Context: an optimization exercise on an open-source flow, tuned for small area, a short achievable clock period and few clock cycles. The choices shown serve that exercise and are no tape-out recipe. RTL that was checked went through simulation tests only; none was proved equivalent to the original. No activity file was given, so power comes from the tool's default toggle rates.

==> run a <==
Design ircodec, start of the top module:
module ircodec (
    input  wire        clk,
    input  wire        rst,
    input  wire        cmd_valid,
    output wire        cmd_ready,
    input  wire [31:0] cmd_word,
    input  wire [31:0] cmd_arg0,
    input  wire [31:0] cmd_arg1,
    output wire [31:0] res0,
    output wire [31:0] res1,
    output wire [31:0] status,
    output wire [31:0] cfg_state,
    output wire [31:0] cfg_res,
    output wire [31:0] cfg_margin,
    output wire [31:0] tt_leader,
    output wire [31:0] tt_bit0,
    output wire [31:0] tt_bit1,
    output wire [31:0] tt_ending,
    output wire [31:0] tt_margin,
    output wire [31:0] enc_state,
    output wire [31:0] seq_tx,
    output wire [31:0] seq_next,
    output wire [31:0] dec_result,
    output wire [7:0]  pl_rd_addr,
    input  wire [7:0]  pl_rd_data,
    output reg         pl_we,
    output wire [7:0]  pl_wr_addr,
    output wire [7:0]  pl_wr_data,
    output reg         tx_we,
    output wire [6:0]  tx_addr,
    output wire [31:0] tx_wdata,
    output wire [6:0]  rx_rd_addr,
    input  wire [31:0] rx_rd_data,
    output reg         dst_we,
    output wire [7:0]  dst_wr_addr,
    output wire [7:0]  dst_wr_data,
    output wire [7:0]  dst_rd_addr,
    input  wire [7:0]  dst_rd_data
);
export LEC_CHECK = 0
export CAP_MARGIN = 20
export CORE_MARGIN = 2
export CORE_UTILIZATION = 55
export CTS_BUF_LIST = sky130_fd_sc_hd__clkbuf_8
export SLEW_MARGIN = 20
export TNS_END_PERCENT = 5
create_clock -name core_clock -period 12.0 [get_ports {clk}]
standard.sh (not shown) runs the stock make flow with config.mk's settings and CLKGATE_MAP_FILE= SYNTH_SCRIPT=/design/flow/synth_recipe.tcl, a recipe that flattens the netlist after the stock synthesis.
==> flow/flow/run.sh <==
#!/bin/bash
# Standard layout, with repair_timing aiming below the clock period
# (setup margin 8.5 ns) and plain buffers on the ports. Each tool's output
# goes to its own log under orfs/logs; make's output to standard_make.log.
set -euo pipefail
export SETUP_SLACK_MARGIN=8.5
export BUFFER_PORTS_ARGS="-buffer_cell sky130_fd_sc_hd__buf_1"
bash standard.sh > standard_make.log 2>&1
==> run b (differences from run a) <==
--- a/flow/design.v
+++ b/flow/design.v
@@ -12,36 +12,23 @@
     wire        ge  = sh >= DIVISOR;
     wire [14:0] sub = sh - DIVISOR;
     wire [13:0] rem = ge ? sub[13:0] : sh[13:0];
     assign x_next = div ? {rem, x[21:6], ge, 6'd0} : mul[36:0];
     assign ovf    = mul[37] | mul[36];
 endmodule
 module ircodec_match (
-    input  wire [15:0] d,
-    input  wire [17:0] lo,
-    input  wire [17:0] hi,
+    input  wire [16:0] dif,
+    input  wire [16:0] m,
     output wire        hit
 );
-    function gt16(input [15:0] a, input [15:0] b);
-        reg [15:0] g, e;
-        integer w, i;
-        begin
-            g = a & ~b;
-            e = ~(a ^ b);
-            for (w = 16; w > 1; w = w / 2)
-                for (i = 0; i < w / 2; i = i + 1) begin
-                    g[i] = g[2*i+1] | (e[2*i+1] & g[2*i]);
-                    e[i] = e[2*i+1] & e[2*i];
-                end
-            gt16 = g[0];
-        end
-    endfunction
-    wire above = lo[17] || (!lo[16] && gt16(d, lo[15:0]));
-    wire below = hi[17] || hi[16] || gt16(hi[15:0], d);
-    assign hit = above && below;
+    wire [18:0] ds = {{2{dif[16]}}, dif};
+    wire [18:0] mz = {2'b00, m};
+    wire [18:0] lo = ds + mz;    
+    wire [18:0] hi = ds - mz;    
+    assign hit = !lo[18] && (lo != 19'd0) && hi[18];
 endmodule
 module ircodec (
     input  wire        clk,
     input  wire        rst,
     input  wire        cmd_valid,
     output wire        cmd_ready,
     input  wire [31:0] cmd_word,
@@ -94,17 +81,15 @@
                      S_DLEAD = 5'd7,
                      S_DDATA = 5'd8,
                      S_DEND  = 5'd9,
                      S_DCOM  = 5'd10,
                      S_SB    = 5'd11,
                      S_SC    = 5'd12,
                      S_ICHK3 = 5'd13,
-                     S_RST   = 5'd14,
-                     S_ICHK4 = 5'd15,
-                     S_ICHK5 = 5'd16;
+                     S_RST   = 5'd14;
     reg [4:0] state;
     reg       rdy;
     reg [31:0] r_res0, r_res1;
     reg [3:0]  st_code;
     reg [7:0]  st_lastop;
     reg        tt_valid;
     reg [31:0] r_cfg_res, r_cfg_margin;
@@ -127,15 +112,15 @@
     reg [6:0]  ri;            
     reg [7:0]  byte_r;        
     reg        done;
     reg        use_in;        
     reg        flag;          
     reg [3:0]  ksel;          
     reg [3:0]  post_err;      
-    reg [3:0]  err_r;         
+    reg [16:0] dif_a, dif_i0, dif_i1;    
     reg [120:0] dbuf;         
     reg        x_clr;         
     reg [4:0]  ctr;
     reg [1:0]  vsel;
     reg        ovf;
     assign cmd_ready  = rdy;
     assign res0       = r_res0;
@@ -193,33 +178,31 @@
         .r      (r_cfg_res[22:0]),
         .x      (x),
         .x_next (x_next),
         .ovf    (x_ovf)
     );
     wire [4:0] v_top_next = (vsel == 2'd0) ? 5'd9 : (vsel == 2'd1) ? 5'd10 : 5'd31;
     wire res_bad = (r_cfg_res == 32'd0) || (r_cfg_res > 32'd7281777);
-    wire        lead_b  = (state == S_IDLE);
-    wire        lead_1  = (state == S_IDLE) || (state == S_ICHK2);
-    wire        chk     = (state == S_ICHK1) || (state == S_ICHK2);
-    wire        cmp_a   = (state == S_ICHK2);
-    wire        cmp_b   = (state == S_ICHK3);
-    wire [15:0] n_b     = lead_b ? t_la : t_ba;
-    wire [15:0] n_1     = lead_1 ? t_li : t_b1i;
-    wire [16:0] mmv     = chk ? {t_m, 1'b1} : {1'b0, t_m};
-    wire [15:0] d_act   = cmp_a ? t_b1i : rx_rd_data[15:0];
-    wire [15:0] d_idle  = cmp_a ? t_li : cmp_b ? t_la : rx_rd_data[31:16];
-    reg  [17:0] lo_b, hi_b, lo_1, hi_1;
+    wire        chk_a   = (state == S_ICHK1);
+    wire        chk_b   = (state == S_ICHK2);
+    wire        chk_h   = (state == S_ICHK2) || (state == S_ICHK3);
+    wire        lead_a  = (state == S_DISP);
+    wire        lead_i  = (state == S_DISP) || chk_b;
+    wire [15:0] d_act   = chk_a ? t_b1i : rx_rd_data[15:0];
+    wire [15:0] d_idle  = chk_a ? t_li : chk_b ? t_la : rx_rd_data[31:16];
+    wire [15:0] n_act   = lead_a ? t_la : t_ba;
+    wire [15:0] n_i0    = lead_i ? t_li : t_ba;
+    wire [16:0] mm      = chk_h ? {t_m, 1'b1} : {1'b0, t_m};
     wire u_act, u_i0, u_i1;
-    ircodec_match u_m_act (.d(d_act),  .lo(lo_b), .hi(hi_b), .hit(u_act));
-    ircodec_match u_m_i0  (.d(d_idle), .lo(lo_b), .hi(hi_b), .hit(u_i0));
-    ircodec_match u_m_i1  (.d(d_idle), .lo(lo_1), .hi(hi_1), .hit(u_i1));
-    reg h_act, h_i0, h_i1;
-    wire is_leader = h_act && h_i1;
-    wire sym_ok    = h_act && (h_i0 || h_i1);
-    wire sym_bit   = !h_i0;
+    ircodec_match u_m_act (.dif(dif_a),  .m(mm), .hit(u_act));
+    ircodec_match u_m_i0  (.dif(dif_i0), .m(mm), .hit(u_i0));
+    ircodec_match u_m_i1  (.dif(dif_i1), .m(mm), .hit(u_i1));
+    wire is_leader = u_act && u_i0;
+    wire sym_ok    = u_act && (u_i0 || u_i1);
+    wire sym_bit   = !u_i0;
     reg [7:0] shot_byte;
     always @(*) begin
         case (w[2:0])
             3'd0:    shot_byte = 8'h4C;
             3'd1:    shot_byte = 8'h54;
             3'd2:    shot_byte = 8'h00;
             3'd3:    shot_byte = r_seq_tx[31:24];
@@ -268,21 +251,17 @@
             t_la         <= 16'd0;
             t_ba         <= 16'd0;
             t_b1i        <= 16'd0;
             t_m          <= 16'd0;
         end
     endtask
     always @(posedge clk) begin
-        lo_b  <= {2'b00, n_b} - {1'b0, mmv};
-        hi_b  <= {2'b00, n_b} + {1'b0, mmv};
-        lo_1  <= {2'b00, n_1} - {1'b0, mmv};
-        hi_1  <= {2'b00, n_1} + {1'b0, mmv};
-        h_act <= u_act;
-        h_i0  <= u_i0;
-        h_i1  <= u_i1;
+        dif_a  <= {1'b0, d_act}  - {1'b0, n_act};
+        dif_i0 <= {1'b0, d_idle} - {1'b0, n_i0};
+        dif_i1 <= {1'b0, d_idle} - {1'b0, t_b1i};
         if (state == S_DCOM || state == S_SC)
             dbuf <= {dst_rd_data, dbuf[120:8]};
         else
             dbuf <= {dbuf[119:0], sym_bit};
         if (state == S_IMUL || state == S_IDIV)
             dbuf[36:0] <= x_next;
         begin
@@ -427,26 +406,19 @@
                         state <= (vsel == 2'd3) ? S_ICHK1 : S_IMUL;
                     end
                 end
                 S_ICHK1: begin
                     state <= S_ICHK2;
                 end
                 S_ICHK2: begin
+                    flag  <= !ovf && (t_m != 16'd0) && !u_act && !u_i1;
                     state <= S_ICHK3;
                 end
                 S_ICHK3: begin
-                    flag  <= !ovf && (t_m != 16'd0) && !h_act && !h_i1;
-                    state <= S_ICHK4;
-                end
-                S_ICHK4: begin
-                    flag  <= flag && !h_i1;
-                    state <= S_ICHK5;
-                end
-                S_ICHK5: begin
-                    if (flag) begin
+                    if (flag && !u_i0) begin
                         tt_valid <= 1'b1;
                         finish(32'd0, 32'd0, C_OK);
                     end else begin
                         init_clear;
                         finish(32'd0, 32'd0, C_CFGINV);
                     end
                 end
@@ -477,49 +449,52 @@
                     end else begin
                         if (e_data && !e_pclt)
                             phase <= PH_ENDING;
                         finish({24'd0, w}, {31'd0, done}, C_OK);
                     end
                 end
                 S_DLEAD: begin
-                    err_r <= is_leader ? C_OK : C_LEADER;
-                    w     <= {1'b0, ksel, 3'd0};
-                    state <= (ksel != 4'd0) ? S_DDATA : S_DEND;
+                    w <= {1'b0, ksel, 3'd0};
+                    if (!is_leader)
+                        dec_fail(C_LEADER);
+                    else if (ksel != 4'd0)
+                        state <= S_DDATA;
+                    else if (post_err != C_OK)
+                        dec_fail(post_err);
+                    else
+                        state <= S_DEND;
                 end
                 S_DDATA: begin
-                    if (err_r != C_OK)
-                        dec_fail(err_r);
-                    else begin
-                        err_r <= sym_ok ? C_OK : C_TIMING;
-                        w     <= w - 8'd1;
-                        if (w == 8'd1) state <= S_DEND;
+                    w <= w - 8'd1;
+                    if (!sym_ok)
+                        dec_fail(C_TIMING);
+                    else if (w == 8'd1) begin
+                        if (post_err != C_OK)
+                            dec_fail(post_err);
+                        else
+                            state <= S_DEND;
                     end
                 end
                 S_DEND: begin
-                    if (err_r != C_OK)
-                        dec_fail(err_r);
-                    else if (post_err != C_OK)
-                        dec_fail(post_err);
-                    else begin
-                        done   <= h_act;
-                        dst_we <= h_act && (ksel != 4'd0);
-                        wa     <= {4'd0, ksel - 4'd1};
-                        state  <= S_DCOM;
-                    end
-                end
-                S_DCOM: begin
-                    wa <= wa - 8'd1;
-                    if (!done)
+                    if (!u_act)
                         dec_fail(C_ENDING);
                     else if (ksel == 4'd0) begin
                         dec_count <= 4'd0;
                         dec_code  <= C_EMPTY;
                         dec_fresh <= 1'b0;
                         finish(32'd0, 32'd0, C_EMPTY);
-                    end else if (wa == 8'd0) begin
+                    end else begin
+                        dst_we <= 1'b1;
+                        wa     <= {4'd0, ksel - 4'd1};
+                        state  <= S_DCOM;
+                    end
+                end
+                S_DCOM: begin
+                    wa <= wa - 8'd1;
+                    if (wa == 8'd0) begin
                         dst_we    <= 1'b0;
                         dec_count <= ksel;
                         dec_code  <= C_OK;
                         dec_fresh <= 1'b1;
                         finish({28'd0, ksel}, 32'd0, C_OK);
                     end
                 end
==> flow/flow/run.sh (replaced) <==
#!/bin/bash
# Standard layout, with repair_timing aiming well below the clock period
# and plain buffers on the ports. Each tool's output goes to its own log.
set -euo pipefail
export SETUP_SLACK_MARGIN=5
export BUFFER_PORTS_ARGS="-buffer_cell sky130_fd_sc_hd__buf_1"
bash standard.sh > standard_make.log 2>&1
Settings changed: ABC_CLOCK_PERIOD_IN_PS from default to 3000, CORE_UTILIZATION 55 to 40, CTS_BUF_LIST sky130_fd_sc_hd__clkbuf_8 to default, TNS_END_PERCENT 5 to default.
==> summary of the runs <==
Between run a and run b, the lower non-clock buffer count is in run b (gap 75). Sequential power is about the same in run a and run b. Between run a and run b, the lower die area is in run a (gap about 28%, measured against run b). Area after synthesis: run b is larger than run a (0.92%). Of run b and run a, run b has the higher via count (gap 2.4%, measured against run a).
==> figures <==
	run b	run a
Clock network power	2220 uW	2080 uW
Result of the run	no timing/DRC/antenna violations	no timing/DRC/antenna violations
Growth of design area from synthesis to finish	12.87%	16.58%
Share of the clock period used by the worst path after layout	53.76%	33.13%
Pin slew with the least headroom to its limit	1.071 ns	1.041 ns
Cell chosen for the clock root	clkbuf_16	clkbuf_8
Seq pwr	3070 uW	3090 uW
End of the worst hold path	dbuf[70]$_DFF_P_	dbuf[41]$_DFF_P_
Worst-case hold slack	0.4313 ns	0.4198 ns
Critical path's largest stage delay	0.64 ns	0.54 ns
Horizontal die dimension	301.9 um	256.9 um
Testbench counts of run a, summed over its fixed seeds: cycles 29,611.
Function not checked in run b: the RTL went through the layout flow alone.

-- separate check: timing with driven ports --
Ports are ideal in the flow. The routed layouts listed here were re-timed in OpenROAD.
Step 1 sets driving cells, clkbuf_16 on the clock port and buf_2 on the other inputs (assumed; they add their load-dependent delay and slew).
Step 2 also shifts input and output timing later by t, the mid clock arrival at the registers, as if the neighbouring blocks saw the same clock.
a / b / c = no drivers / after step 1 / after step 2; a / b = the first two.
run | t (ns) | setup slack, ns | hold slack, ns | clock arrival spread, ns | cell pins on the clock port's net
run a | 0.782 | 8.024 / 8.034 / 7.268 | 0.420 / 0.420 / 0.420 | 0.048 / 0.047 | 1
run b | 0.680 | 5.549 / 5.549 / 5.549 | 0.431 / 0.431 / 0.431 | 0.029 / 0.029 | 1
After both steps setup and hold are still met in every run listed. For run a, which loses most, drivers alone change the setup slack by +0.010 ns; drivers and shift together by -0.756 ns.
